Source: an optimization exercise on an open RTL-to-GDS flow (aim: small area, a short achievable clock period and few clock cycles). Production flows keep margins and buffers that such runs may drop.
The RTL of this run was laid out without a check of its function.
Power figures rest on the tool's default switching activity, not on a simulated workload.

File: flow/config.mk
export PLATFORM = sky130hd
export DESIGN_NAME = akdv_core
export DESIGN_NICKNAME = akdv_core
export VERILOG_FILES = /design/flow/design.v
export SDC_FILE = /design/flow/constraint.sdc
export NUM_CORES = 4
export LEC_CHECK = 0
export CAP_MARGIN = 60
export CORE_MARGIN = 2
export CORE_UTILIZATION = 40
export SLEW_MARGIN = 60
File: flow/constraint.sdc
create_clock -name core_clock -period 15.0 [get_ports {clk}]
set_input_delay 3.0000 -clock core_clock [delete_from_list [all_inputs] [get_ports {clk}]]
set_output_delay 3.0000 -clock core_clock [all_outputs]
set_load 0.01 [all_outputs]
File: flow/design.v
module akdv_core (
    input  wire        clk,
    input  wire        rst,           
    input  wire        cmd_valid,
    output wire        cmd_ready,
    input  wire [1:0]  cmd_op,        
    input  wire [8:0]  cmd_w,
    input  wire [8:0]  cmd_h,
    input  wire [3:0]  cmd_b,
    input  wire [7:0]  cmd_idx,
    output reg         rsp_valid,
    output reg  [3:0]  rsp_acc,
    input  wire        grid_valid,
    output wire        grid_ready,
    input  wire [23:0] grid_rgb,      
    input  wire        pix_valid,
    output wire        pix_ready,
    input  wire [23:0] pix_rgb,       
    output reg         out_valid,
    output reg  [7:0]  out_byte,
    input  wire        rx_valid,
    output wire        rx_ready,
    input  wire [7:0]  rx_byte,
    output reg         lum_valid,
    output reg         lum_bit,
    output reg  [8:0]  lum_pre,
    output reg  [8:0]  lum_post,
    output wire        fault,
    output reg  [1:0]  fault_code     
);
    localparam PH_IDLE  = 2'd0;
    localparam PH_GRID  = 2'd1;
    localparam PH_PIX   = 2'd2;
    localparam PH_FAULT = 2'd3;
    function [3:0] bump;
        input [3:0] a;
        input       inc;
        begin
            if (inc)
                bump = (a == 4'd15) ? 4'd15 : a + 4'd1;
            else
                bump = (a == 4'd0) ? 4'd0 : a - 4'd1;
        end
    endfunction
    reg  [1:0]  ph;
    reg         dec;
    reg         sess;          
    reg         f0;            
    reg  [8:0]  cfg_w;
    reg  [8:0]  cfg_h;
    reg  [3:0]  cfg_b;
    reg  [8:0]  gxe;           
    reg  [8:0]  gye;           
    reg  [5:0]  ksub;          
    reg  [8:0]  nacc;          
    reg  [8:0]  npix;          
    reg  [7:0]  nm1;           
    reg  [8:0]  rem;           
    reg         cmd_rdy, grid_rdy, pix_rdy, rx_rdy;
    reg         fault_r;
    reg  [6:0]  ecnt;          
    reg         eflag;
    reg         ef0;           
    reg  [7:0]  cp;            
    reg  [8:0]  cpx;           
    reg  [3:0]  cbx;           
    reg  [3:0]  cby;           
    reg  [5:0]  ccell;         
    reg  [5:0]  crow;          
    reg         ra_pend;       
    reg  [3:0]  ra_row;
    reg  [3:0]  ra_cnt;        
    reg         fa_pend;       
    reg         rd_pend;       
    reg  [7:0]  rd_idx;
    reg         rd_zero;
    reg         rot_busy;
    reg         rot_rd;        
    reg         rot_ra;        
    reg  [3:0]  rot_row;
    reg  [3:0]  rot_left;      
    reg  [3:0]  rot_step;      
    assign cmd_ready  = cmd_rdy;
    assign grid_ready = grid_rdy;
    assign pix_ready  = pix_rdy;
    assign rx_ready   = rx_rdy;
    assign fault      = fault_r;
    reg         cmd_ok, grid_ok, pix_ok, rx_ok;
    wire        cmd_en    = (ph != PH_PIX) & cmd_ok;
    wire        grid_en   = (ph == PH_GRID) & grid_ok;
    wire        pix_en    = (ph == PH_PIX) & ~dec & pix_ok;
    wire        rx_en     = (ph == PH_PIX) & dec & rx_ok;
    wire        cmd_fire  = cmd_valid & cmd_en;
    wire        grid_fire = grid_valid & grid_en;
    wire        pix_fire  = pix_valid & pix_en;
    wire        rx_fire   = rx_valid & rx_en;
    wire        cmd_start = cmd_fire & ~cmd_op[1];
    wire        cmd_reset = cmd_fire & (cmd_op == 2'd3);
    wire        cmd_rd    = cmd_fire & (cmd_op == 2'd2);
    wire [7:0]  b2        = cfg_b * cfg_b;
    wire [8:0]  nacc_nx   = nacc + {1'b0, b2};
    wire        row_end_g = (gxe == cfg_w);
    wire        last_cell = row_end_g & (gye == cfg_h);
    wire [6:0]  rx_len    = rx_byte[6:0];
    wire        rx_zero   = (rx_len == 7'd0);
    reg         rem_big;
    reg  [7:0]  rem_gth;               
    reg  [15:0] rem_gtl;               
    wire [7:0]  rem_gth1  = {1'b1, rem_gth[7:1]};
    wire [15:0] rem_gtl1  = {1'b1, rem_gtl[15:1]};
    wire        rx_gth    = rem_gth[rx_len[6:4]];
    wire        rx_gtl    = rem_gtl[rx_len[3:0]];
    wire        rx_eqh    = ~rx_gth & rem_gth1[rx_len[6:4]];
    wire        rx_eql    = ~rx_gtl & rem_gtl1[rx_len[3:0]];
    wire        rx_over   = ~rem_big & (rx_gth | (rx_eqh & rx_gtl));
    wire        rx_last   = ~rem_big & rx_eqh & rx_eql;
    reg         rx_sub;                    
    reg  [6:0]  rx_len_r;
    reg  [1:0]  ph_n;
    always @(*) begin
        ph_n = ph;
        if (grid_fire & last_cell)
            ph_n = PH_PIX;
        if (pix_fire & (rem == 9'd1))
            ph_n = PH_GRID;
        if (rx_fire) begin
            if (rx_zero | rx_over)
                ph_n = PH_FAULT;
            else if (rx_last)
                ph_n = PH_GRID;
        end
        if (cmd_start)
            ph_n = PH_GRID;
        if (cmd_reset)
            ph_n = PH_IDLE;
    end
    reg  [8:0]  rem_n;
    wire [8:0]  rem_m1 = rem - 9'd1;
    wire [8:0]  rem_rx = rem - {2'b00, rx_len_r};
    always @(*) begin
        rem_n = rx_sub ? rem_rx : rem;
        if (grid_fire & last_cell)
            rem_n = nacc_nx;
        else if (pix_fire)
            rem_n = rem_m1;
    end
    genvar mi;
    generate
        for (mi = 0; mi < 16; mi = mi + 1) begin : g_reml
            always @(posedge clk) begin
                rem_gtl[mi] <= (mi > rem_n[3:0]);
            end
        end
        for (mi = 0; mi < 8; mi = mi + 1) begin : g_remh
            always @(posedge clk) begin
                rem_gth[mi] <= (mi > rem_n[6:4]);
            end
        end
    endgenerate
    reg         pv1;           
    wire        cp_last  = (cp == nm1);
    wire        row_end  = (cpx + 9'd1 == cfg_w);
    wire        bx_last  = (cbx == cfg_b - 4'd1);
    wire        blk_last = (cby == cfg_b - 4'd1);
    wire        blk_all  = rd_pend | fa_pend | (rot_busy & ~rot_ra);
    wire        ra_hit   = ra_pend & (cp[7:4] == ra_row);
    wire        iss_dec  = (ecnt != 7'd0) & ~fault_r & ~blk_all & ~ra_hit;
    wire        iss      = pv1 | iss_dec;
    wire        part_row = (cp[3:0] != 4'd15);           
    wire        ra_set   = iss & cp_last & part_row;
    wire        ra_done  = rot_busy & rot_ra & (rot_left == 4'd0);
    wire [6:0]  ecnt_r    = iss_dec ? ecnt - 7'd1 : ecnt;    
    wire [6:0]  ecnt_n    = (ph == PH_FAULT) ? 7'd0 :
                            rx_fire ? rx_len : ecnt_r;
    reg  [7:0]  cp_n;
    reg  [8:0]  cpx_n;
    reg  [3:0]  cbx_n, cby_n;
    reg  [5:0]  ccell_n, crow_n;
    reg         ef0_n;
    always @(*) begin
        cp_n = cp; cpx_n = cpx; cbx_n = cbx; cby_n = cby; ccell_n = ccell; crow_n = crow;
        ef0_n = ef0;
        if (cmd_start) begin
            ef0_n = 1'b1;
            cp_n = 8'd0; cpx_n = 9'd0; cbx_n = 4'd0; cby_n = 4'd0; ccell_n = 6'd0; crow_n = 6'd0;
        end else if (iss) begin
            if (cp_last) begin
                ef0_n = 1'b0;
                cp_n = 8'd0; cpx_n = 9'd0; cbx_n = 4'd0; cby_n = 4'd0; ccell_n = 6'd0; crow_n = 6'd0;
            end else begin
                cp_n = cp + 8'd1;
                if (row_end) begin
                    cpx_n = 9'd0;
                    cbx_n = 4'd0;
                    if (blk_last) begin
                        cby_n   = 4'd0;
                        ccell_n = ccell + 6'd1;
                        crow_n  = ccell + 6'd1;
                    end else begin
                        cby_n   = cby + 4'd1;
                        ccell_n = crow;
                    end
                end else begin
                    cpx_n = cpx + 9'd1;
                    if (bx_last) begin
                        cbx_n   = 4'd0;
                        ccell_n = ccell + 6'd1;
                    end else begin
                        cbx_n   = cbx + 4'd1;
                    end
                end
            end
        end
    end
    wire        ra_pend_n = (ra_pend & ~ra_done) | ra_set;
    wire [3:0]  ra_row_n  = ra_set ? cp[7:4] : ra_row;
    wire [3:0]  cprow1    = cp[7:4] + 4'd1;
    wire        ra_near   = (ra_pend & ((ra_row == cp[7:4]) | (ra_row == cprow1) |
                                        (cp_last & (ra_row == 4'd0)))) | ra_set;
    wire        iss_ok_n  = ~ra_near & ~blk_all & ~cmd_rd;
    wire [5:0]  ksub_n    = grid_fire ? (last_cell ? 6'd0 : ksub + 6'd1) : ksub;
    wire        wrap_now  = iss & cp_last;      
    wire [5:0]  ksub_1    = ksub + 6'd1;
    wire        safe_n    = (rx_fire ? (rx_len <= 7'd2) : (ecnt_r <= 7'd2)) |
                            (~wrap_now & ((ksub_1 < crow) | (blk_last & (ksub_1 < ccell))));
    wire        pix_ok_n  = ~ra_near & ~blk_all;
    always @(posedge clk) begin
        if (rst) begin
            ph       <= PH_IDLE;
            sess     <= 1'b0;
            f0       <= 1'b0;
            cmd_rdy  <= 1'b1;
            cmd_ok   <= 1'b1;
            grid_ok  <= 1'b0;
            pix_ok   <= 1'b0;
            rx_ok    <= 1'b0;
            grid_rdy <= 1'b0;
            pix_rdy  <= 1'b0;
            rx_rdy   <= 1'b0;
            fault_r  <= 1'b0;
            ecnt     <= 7'd0;
            ra_pend  <= 1'b0;
            rx_sub   <= 1'b0;
        end else begin
            rx_sub   <= rx_fire;
            ph       <= ph_n;
            ecnt     <= ecnt_n;
            ra_pend  <= ra_pend_n;
            cmd_ok   <= ~rx_fire & ~pix_fire & (ecnt_r == 7'd0) & ~cmd_rd & ~rd_pend &
                        ~(rot_busy & rot_rd & (rot_left != 4'd0));
            grid_ok  <= safe_n;
            pix_ok   <= pix_ok_n;
            rx_ok    <= ~rx_fire & ((ecnt_r == 7'd0) | ((ecnt_r == 7'd1) & iss_ok_n));
            cmd_rdy  <= (ph != PH_PIX) & ~(grid_fire & last_cell) & ~rx_fire & ~pix_fire &
                        (ecnt_r == 7'd0) & ~cmd_rd & ~rd_pend &
                        ~(rot_busy & rot_rd & (rot_left != 4'd0));
            grid_rdy <= (cmd_start |
                         ((ph == PH_GRID) & ~cmd_reset & ~(grid_fire & last_cell)) |
                         (pix_fire & (rem == 9'd1)) |
                         (rx_fire & rx_last)) & safe_n;
            pix_rdy  <= ~dec & ~cmd_fire & pix_ok_n &
                        (((ph == PH_PIX) & ~(pix_fire & (rem == 9'd1))) | (grid_fire & last_cell));
            rx_rdy   <= dec & ~cmd_fire & ~rx_fire & ((ph == PH_PIX) | (grid_fire & last_cell)) &
                        ((ecnt_r == 7'd0) | ((ecnt_r == 7'd1) & iss_ok_n));
            fault_r  <= ((ph == PH_FAULT) & ~cmd_start & ~cmd_reset) |
                        (rx_fire & (rx_zero | rx_over));
            if (cmd_start) begin
                sess <= 1'b1;
                f0   <= 1'b1;
            end
            if (cmd_reset)
                sess <= 1'b0;
            if ((pix_fire & (rem == 9'd1)) | (rx_fire & rx_last))
                f0 <= 1'b0;
        end
    end
    always @(posedge clk) begin
        if (rx_fire)
            eflag <= rx_byte[7];
        if (rx_fire)
            fault_code <= rx_zero ? 2'd1 : 2'd2;
        if (cmd_start) begin
            dec   <= cmd_op[0];
            cfg_w <= cmd_w;
            cfg_h <= cmd_h;
            cfg_b <= cmd_b;
        end
        if (cmd_start) begin
            gxe  <= {5'd0, cmd_b};
            gye  <= {5'd0, cmd_b};
            nacc <= 9'd0;
        end else if (grid_fire) begin
            if (row_end_g) begin
                gxe <= {5'd0, cfg_b};
                gye <= last_cell ? {5'd0, cfg_b} : gye + {5'd0, cfg_b};
            end else begin
                gxe <= gxe + {5'd0, cfg_b};
            end
            nacc <= last_cell ? 9'd0 : nacc_nx;
        end
        if (cmd_start)
            ksub <= 6'd0;
        else
            ksub <= ksub_n;
        if (grid_fire & last_cell)
        begin
            npix <= nacc_nx;
            nm1  <= nacc_nx[7:0] - 8'd1;
        end
        rem <= rem_n;
        rem_big <= (rem_n[8:7] != 2'b00);
        rx_len_r <= rx_len;
        cp    <= cp_n;
        cpx   <= cpx_n;
        cbx   <= cbx_n;
        cby   <= cby_n;
        ccell <= ccell_n;
        crow  <= crow_n;
        ef0   <= ef0_n;
        ra_row <= ra_row_n;
        if (ra_set)
            ra_cnt <= 4'd14 - cp[3:0];
    end
    reg  [23:0] in_rgb;
    reg         gv1;           
    reg         k1;            
    always @(posedge clk) begin
        in_rgb <= ph[1] ? pix_rgb : grid_rgb;       
        k1     <= (ksub == 6'd0);
        if (rst) begin
            gv1 <= 1'b0;
            pv1 <= 1'b0;
        end else begin
            gv1 <= grid_fire;
            pv1 <= pix_fire;
        end
    end
    wire [9:0]  sum1     = {2'b00, in_rgb[23:16]} + {2'b00, in_rgb[15:8]} + {2'b00, in_rgb[7:0]};
    reg  [9:0]  sum2;
    reg         gv2;
    reg         k2;
    reg         xv2;           
    reg         dv2;           
    reg  [3:0]  p2;            
    reg         ra2;
    reg  [5:0]  cell2;
    reg         last2;
    reg         fz2;
    reg         fl2;
    always @(posedge clk) begin
        sum2  <= sum1;
        k2    <= k1;
        p2    <= cp[7:4];
        ra2   <= cp_last & part_row;
        cell2 <= ccell;
        last2 <= cp_last;
        fz2   <= ef0;
        fl2   <= eflag;
        dv2   <= iss_dec;
        if (rst) begin
            gv2 <= 1'b0;
            xv2 <= 1'b0;
        end else begin
            gv2 <= gv1;
            xv2 <= iss;
        end
    end
    reg  [13:0] u2b;
    reg  [14:0] w2b;
    reg         gv2b, xv2b, dv2b, last2b, fz2b, fl2b;
    reg         k2b;
    reg  [5:0]  cell2b;
    reg  [3:0]  p2b;            
    reg         ra2b;
    always @(posedge clk) begin
        u2b    <= {4'd0, sum2} + {3'd0, sum2, 1'b0} + {1'd0, sum2, 3'b000};
        w2b    <= {5'd0, sum2} + {3'd0, sum2, 2'b00} + {1'd0, sum2, 4'b0000};
        k2b    <= k2;
        cell2b <= cell2;
        dv2b   <= dv2;
        last2b <= last2;
        fz2b   <= fz2;
        fl2b   <= fl2;
        p2b    <= p2;
        ra2b   <= ra2;
        if (rst) begin
            gv2b <= 1'b0;
            xv2b <= 1'b0;
        end else begin
            gv2b <= gv2;
            xv2b <= xv2;
        end
    end
    wire [19:0] lum_prod = {6'd0, u2b} + {w2b, 5'b00000};
    wire [7:0]  lum2     = lum_prod[18:11];         
    reg  [7:0]  lum3;
    reg         gv3;
    reg         k3;
    reg         xv3, dv3, last3, fz3, fl3;
    reg  [3:0]  p3;            
    reg         ra3;
    reg  [5:0]  cell3;
    always @(posedge clk) begin
        lum3  <= lum2;
        k3    <= k2b;
        cell3 <= cell2b;
        dv3   <= dv2b;
        last3 <= last2b;
        fz3   <= fz2b;
        fl3   <= fl2b;
        p3    <= p2b;
        ra3   <= ra2b;
        if (rst) begin
            gv3 <= 1'b0;
            xv3 <= 1'b0;
        end else begin
            gv3 <= gv2b;
            xv3 <= xv2b;
        end
    end
    reg  [511:0] grid;         
    reg  [5:0]  kcnt;
    wire [5:0]  kw3 = k3 ? 6'd0 : kcnt;
    always @(posedge clk)
        if (gv3)
            kcnt <= kw3 + 6'd1;
    genvar gi;
    generate
        for (gi = 0; gi < 64; gi = gi + 1) begin : g_grid
            always @(posedge clk)
                if (gv3 & (kw3 == gi))
                    grid[gi*8 +: 8] <= lum3;
        end
    endgenerate
    wire [7:0]  glum3 = grid[cell3*8 +: 8];
    reg  [7:0]  lum4;
    reg  [7:0]  glum4;
    reg         xv4, dv4, last4, fz4, fl4;
    reg  [3:0]  p4;            
    reg         ra4;
    always @(posedge clk) begin
        lum4  <= lum3;
        glum4 <= glum3;
        dv4   <= dv3;
        last4 <= last3;
        fz4   <= fz3;
        fl4   <= fl3;
        p4    <= p3;
        ra4   <= ra3;
        if (rst)
            xv4 <= 1'b0;
        else
            xv4 <= xv3;
    end
    wire [9:0]  d4    = {2'b00, lum4} - {2'b00, glum4};
    wire [4:0]  thr4  = d4[9] ? 5'd0 : ({1'b0, d4[7:4]} + {4'd0, |d4[3:0]});
    reg  [4:0]  thr5;
    reg  [7:0]  glum5;
    reg         xv5, dv5, last5, fz5, fl5;
    reg  [3:0]  p5;            
    reg         ra5;
    always @(posedge clk) begin
        thr5  <= thr4;
        glum5 <= glum4;
        dv5   <= dv4;
        last5 <= last4;
        fz5   <= fz4;
        fl5   <= fl4;
        p5    <= p4;
        ra5   <= ra4;
        if (rst)
            xv5 <= 1'b0;
        else
            xv5 <= xv4;
    end
    reg  [1023:0] acc;         
    wire        rot_scan = rot_busy & rot_rd;
    reg  [3:0]  hrow;              
    wire [3:0]  head5    = acc[hrow*64 +: 4];
    wire [3:0]  a5       = fz5 ? 4'd0 : head5;
    wire        ebit5    = ({1'b0, a5} < thr5);
    wire        bit5     = dv5 ? fl5 : ebit5;
    wire [3:0]  a2_5     = bump(a5, bit5);
    wire        en5      = xv5 & ~dv5;              
    genvar ri, si;
    generate
        for (ri = 0; ri < 16; ri = ri + 1) begin : g_row
            wire self = rot_busy & (rot_row == ri);
            wire step = self | (xv5 & (p5 == ri));
            for (si = 0; si < 15; si = si + 1) begin : g_slot
                always @(posedge clk)
                    if (step)
                        acc[(ri*16+si)*4 +: 4] <= acc[(ri*16+si+1)*4 +: 4];
            end
            always @(posedge clk)
                if (step)
                    acc[(ri*16+15)*4 +: 4] <= self ? acc[(ri*16)*4 +: 4] : a2_5;
        end
    endgenerate
    wire        pipe_busy = xv2 | xv2b | xv3 | xv4 | xv5 | pv1;
    wire        rot_free  = ~rot_busy | (rot_left == 4'd0);
    wire        ra_start  = xv5 & ra5;
    wire        fa_go     = rot_free & ~pipe_busy & ~ra_pend & fa_pend;
    wire        rd_go     = ~ra_start & ~fa_go & rot_free & ~pipe_busy & ~ra_pend & rd_pend;
    always @(posedge clk)
        hrow <= rd_go ? rd_idx[7:4] : (rot_scan & (rot_left != 4'd0)) ? rot_row : p4;
    always @(posedge clk) begin
        if (cmd_rd) begin
            rd_idx <= cmd_idx;
        end
        if (rst) begin
            rot_busy <= 1'b0;
            fa_pend  <= 1'b0;
            rd_pend  <= 1'b0;
        end else begin
            if (rot_busy) begin
                rot_left <= rot_left - 4'd1;
                rot_step <= rot_step + 4'd1;
                if (rot_left == 4'd0)
                    rot_busy <= 1'b0;
            end
            if (ra_start) begin
                rot_busy <= 1'b1;
                rot_rd   <= 1'b0;
                rot_ra   <= 1'b1;
                rot_row  <= ra_row;
                rot_left <= ra_cnt;
                rot_step <= 4'd0;
            end else if (fa_go) begin
                fa_pend  <= 1'b0;
                if (cp[3:0] != 4'd0) begin
                    rot_busy <= 1'b1;
                    rot_rd   <= 1'b0;
                    rot_ra   <= 1'b0;
                    rot_row  <= cp[7:4];
                    rot_left <= 4'd15 - cp[3:0];
                    rot_step <= 4'd0;
                end
            end else if (rd_go) begin
                rd_pend  <= 1'b0;
                rot_busy <= 1'b1;
                rot_rd   <= 1'b1;
                rot_ra   <= 1'b0;
                rot_row  <= rd_idx[7:4];
                rot_left <= 4'd15;
                rot_step <= 4'd0;
            end
            if (rx_fire & (rx_zero | rx_over))
                fa_pend <= 1'b1;
            if (cmd_rd)
                rd_pend <= 1'b1;
        end
        if (cmd_rd)
            rd_zero <= 1'b0;
        if (tv1)
            rd_zero <= zero1;
    end
    reg         tv1;
    reg  [7:0]  idx1;
    wire        zero1 = ~sess | ({1'b0, idx1} >= npix) | (f0 & (idx1 >= cp));
    always @(posedge clk) begin
        idx1 <= cmd_idx;
        if (rst)
            tv1 <= 1'b0;
        else
            tv1 <= cmd_rd;
    end
    wire        rd_hit = rot_scan & (rot_step == rd_idx[3:0]);
    reg  [7:0]  glum6;
    reg  [3:0]  a6, a2_6, rsp6;
    reg         ebit6, fl6, last6, en6, lv6, rv6;
    always @(posedge clk) begin
        glum6 <= glum5;
        a6    <= a5;
        a2_6  <= a2_5;
        rsp6  <= rd_zero ? 4'd0 : head5;
        ebit6 <= ebit5;
        fl6   <= fl5;
        last6 <= last5;
        if (rst) begin
            en6 <= 1'b0;
            lv6 <= 1'b0;
            rv6 <= 1'b0;
        end else begin
            en6 <= en5;
            lv6 <= xv5 & dv5;
            rv6 <= rd_hit;
        end
    end
    reg         run_flag;
    reg  [6:0]  run_len;
    reg         fl_v;
    reg  [7:0]  fl_byte;
    reg         pk_emit;
    reg  [7:0]  pk_byte;
    reg         pk_flag;
    reg  [6:0]  pk_len;
    always @(*) begin
        pk_emit = 1'b0;
        pk_byte = {run_flag, run_len};
        pk_flag = ebit6;
        pk_len  = 7'd1;
        if (run_len != 7'd0) begin
            if (ebit6 == run_flag)
                pk_len = run_len + 7'd1;
            else
                pk_emit = 1'b1;
        end
        if (pk_len == 7'd127) begin
            pk_emit = 1'b1;
            pk_byte = {pk_flag, 7'd127};
            pk_len  = 7'd0;
        end
    end
    always @(posedge clk) begin
        lum_bit  <= fl6;
        lum_pre  <= {1'b0, glum6} + {1'b0, a6, 4'b0000};
        lum_post <= {1'b0, glum6} + {1'b0, a2_6, 4'b0000};
        rsp_acc  <= rsp6;
        if (en6) begin
            run_flag <= pk_flag;
            fl_byte  <= {pk_flag, pk_len};
        end
        out_byte <= fl_v ? fl_byte : pk_byte;
        if (rst) begin
            run_len   <= 7'd0;
            fl_v      <= 1'b0;
            out_valid <= 1'b0;
            lum_valid <= 1'b0;
            rsp_valid <= 1'b0;
        end else begin
            if (en6)
                run_len <= last6 ? 7'd0 : pk_len;
            fl_v      <= en6 & last6 & (pk_len != 7'd0);
            out_valid <= fl_v | (en6 & pk_emit);
            lum_valid <= lv6;
            rsp_valid <= rv6;
        end
    end
endmodule
File: flow/flow/run.sh
#!/bin/bash
# Standard layout, with fast buffers on the ports instead of the default
# delay-cell buffers that buffer_ports picks on its own.
set -euo pipefail
export BUFFER_PORTS_ARGS="-buffer_cell sky130_fd_sc_hd__buf_4"
bash standard.sh > standard_flow.log 2>&1
File: flow/standard.sh
#!/bin/bash
# synth_recipe.tcl (not shown) runs the flow's synth.tcl, then flattens the netlist and writes it again
# the make line also repeats each setting of config.mk as NAME=value (left out here)
make -C /OpenROAD-flow-scripts/flow DESIGN_CONFIG=/design/flow/config.mk WORK_HOME=/design/flow/orfs CLKGATE_MAP_FILE= SYNTH_SCRIPT=/design/flow/synth_recipe.tcl "${@:-finish}"
==> results.json <==
{
  "outcome": "finished clean",
  "dominantRegCellSynth": "edfxtp_1",
  "holdCritStartpoint": "cell2b[4]$_DFF_P_",
  "endpoint_kind": "primary output",
  "synth_cell_types": 84,
  "cts.sinks": 2008,
  "p_leak_nw": 28.2,
  "syn-num-nets": 4188,
  "post_cts_buffers": 0,
  "async_reset_ff_share_pct": 0,
  "grt_antenna_before_repair": 5,
  "clk_latency_ns": 0.85,
  "hold_viol": 0,
  "crit_path_cell_trace": "buf_4",
  "yosysMostFrequentCell": "edfxtp_1",
  "total_power_mw": 12.9,
  "fin_ws_ns": 10.62,
  "place_ws_ns": 9.96,
  "hold_end": "cell3[4]$_DFF_P_",
  "overflow": 0,
  "gr-usage-all-layers_pct": 14.5,
  "grt_pass1_wl_mm": 205,
  "avgViaCountPerCell": 4.94,
  "synth_enable_flop_cells": 1632,
  "clockRootBuffer": "clkbuf_16",
  "cts.clk_slew.worst_paths_ns": 0.06,
  "grt_max_degree": 66,
  "ant_nets": 0,
  "hold_path.class": "reg -> reg",
  "drv_cap": 0,
  "reg2reg_depth": 14,
  "wire_per_inst_um": 19.7,
  "fin_crit_sh_pct": 29.2,
  "drc": 0,
  "fin_cells": 6775,
  "critPathTopFamily": "flip-flops",
  "critPathArrivalTime_ns": 1.38,
  "ys_seq_elements": 2008,
  "wl_mm": 133,
  "globalplace.congestion": 0.811,
  "post-route-util_pct": 46.8,
  "fp.dieW_um": 429,
  "dp_hpwl_mm": 85.4,
  "cts_buffer_depth": 3,
  "max_stage_delay_ns": 0.39,
  "crit_path_start": "fault_code[0]$_DFFE_PP_",
  "r2r-end": "acc[764]$_DFFE_PP_",
  "dieArea_um2": 184000,
  "cp.required_ns": 12.00,
  "synth_top_area_share_pct": 67.8,
  "io_pins": 135,
  "yosys.area.top_type": "edfxtp_1",
  "synth_area_leaders": "edfxtp_1 (68%), dfxtp_1 (10%), mux4_2 (5.9%), ha_1 (2.4%), nor2_1 (1.3%)",
  "syn_inst": 3925,
  "skew_ns": 0.0757,
  "worst_path_max_delay_cell": "edfxtp_1",
  "tritoncts": "done",
  "vdd_ir_drop_max_uv": 101,
  "coreArea_um2": 180000,
  "clock.fmax_mhz": 228,
  "cts.repair.resized": 0,
  "synthTopCellsByCount": "edfxtp_1 (1632), dfxtp_1 (376), nor2_1 (255)",
  "path_max_fanout": 1,
  "stdcell_area_um2": 84300,
  "num_vias": 33488,
  "rsz0062_at_grt": "no",
  "drt-initial-drc-count": 2619,
  "start_util_pct": 40.1,
  "cts.hold.buffers_added": 0,
  "avgSynthCellArea_um2": 18.4,
  "start_kind": "register",
  "finalCriticalPeriod_ns": 4.38,
  "tightest_slew_ns": 0.580,
  "dr.pass1.iters": 5,
  "nNetsFinal": 4484,
  "syn2layout_area_growth_pct": 16.6,
  "crit_type": "reg -> out",
  "post_dp_cell_area_um2": 77000,
  "r2r-start": "hrow[2]$_DFF_P_",
  "setup-violations-final": 0,
  "syn_area_um2": 72300,
  "slew_viol_final": 0,
  "port-buffer-count": 134,
  "die_h_um": 429,
  "r2r_slack_ns": 10.77,
  "rows": 156,
  "timing.max_slew.rel_slack_pct": 61.2,
  "layout-drive-gt1-share_pct": 21.3,
  "dpl.cell_count": 6383,
  "cts_buffers": 202,
  "ys_seq_area_share_pct": 78.2,
  "setup_tns_ns": 0,
  "synth-warning-count": 1,
  "whs_ns": 0.320,
  "cp_num_buf_inv": 1,
  "grt_pass1_vias": 34032,
  "power_density_nw_per_um2": 153,
  "cts_max_level": 4,
  "whs_path_depth": 0
}
logic make-up after synthesis:
group / count (synthesis) / synth area share [%]
buf+inv: 249 / 1.37
other cells: 1 / 0.00519
compound gates: 351 / 3.12
simple gates: 675 / 4.35
mux: 296 / 7.60
xor+xnor: 176 / 2.13
fa+ha+maj: 169 / 3.25
flops: 2008 / 78.2
worst max-delay path by stage:
stage / endpoint / slack (ns) / cells past startpoint
detailed placement: rem_big$_DFF_P_ / 9.96 / 9
global placement: rem_gth[5]$_DFF_P_ / 9.86 / 8
global route: acc[319]$_DFFE_PP_ / 10.50 / 12
floorplan: acc[128]$_DFFE_PP_ / 9.02 / 2
finish: fault_code[0] / 10.62 / 1
CTS: fault_code[0] / 10.54 / 1
routing by layer:
metal | global-route usage, % | routed length [um] | up-vias
li1 | - | - | 15607
met4 | 5.27 | 3830 | 0
met5 | 0 | 0 | -
met3 | 2.57 | 5480 | 221
met1 | 20.0 | 60400 | 16994
met2 | 23.1 | 63400 | 666
cells in the final DEF (no fill, tap or decap), types with 10 or more instances in the layout:
master        n
mux2i_1      25
dfxtp_2      13
nand2_1     152
buf_4       150
clkinv_4     12
nor2_4       16
bufinv_16    24
o21ai_0      88
and3_1       15
fa_1         31
clkbuf_16   205
nor2_2       51
nand2b_1     26
mux2_2       76
and2_1       17
dfxtp_1     360
clkinv_16    11
ha_1        138
a21oi_1      91
buf_6        12
nand4_1      17
a21o_1       28
nor2b_1      33
nor2_1      188
clkbuf_1     28
edfxtp_1   1632
o21bai_1     14
nor4_1       11
or2_2        10
nor3_1       39
clkinv_1     25
nand3_1      54
o22ai_4      10
xor2_1       80
xnor2_1      92
clkinv_2     44
clkbuf_8     34
inv_1       144
mux4_2      188
sequential cells by signal (all words and copies together), names as in the netlist, 9 cells and up:
name      count
rem           9
cpx           9
nacc          9
w2b          14
lum_post      9
cfg_h         9
rem_gtl      15
in_rgb       24
grid        512
acc        1024
cfg_w         9
gxe           9
gye           9
sum2         10
npix          9
u2b           9
cell type report:
type	count	area [um^2]
timing repair buffer	193	1750
antenna	3	7.51
multi-input combinational	1668	15400
sequential	2008	56600
fill	14938	95800
tap	2370	2970
clock buffer	251	5480
inverter	148	558
clock inverter	134	1670
power breakdown:
part	total, mW	switching (mW)	internal (mW)	leakage, nW
registers	6.47	0.126	6.35	17.8
clock network	5.23	2.17	3.05	3.49
logic	1.24	0.731	0.513	6.87

[port drivers added, routing unchanged]
How much do the figures lean on ideal ports? The routed layout below was timed once more, with nothing changed but the port constraints.
Step 1, drivers: a clkbuf_16 drives clk and a buf_2 each remaining input, both assumed.
Step 2 times the ports against the registers' clock, not the clock port: input delays grow and output delays shrink by t, the midpoint of the rising clock arrivals with the driver on.
a / b / c = ideal ports / drivers / drivers and shift; a / b = the first two.
shift t [ns]: 0.891
slack for setup (ns): 10.619 / 10.538 / 9.949
pins driven straight from the clock port: 1
After both steps this run still meets setup and hold. The setup slack of this run moves by -0.081 ns with the drivers and by -0.670 ns with both steps.
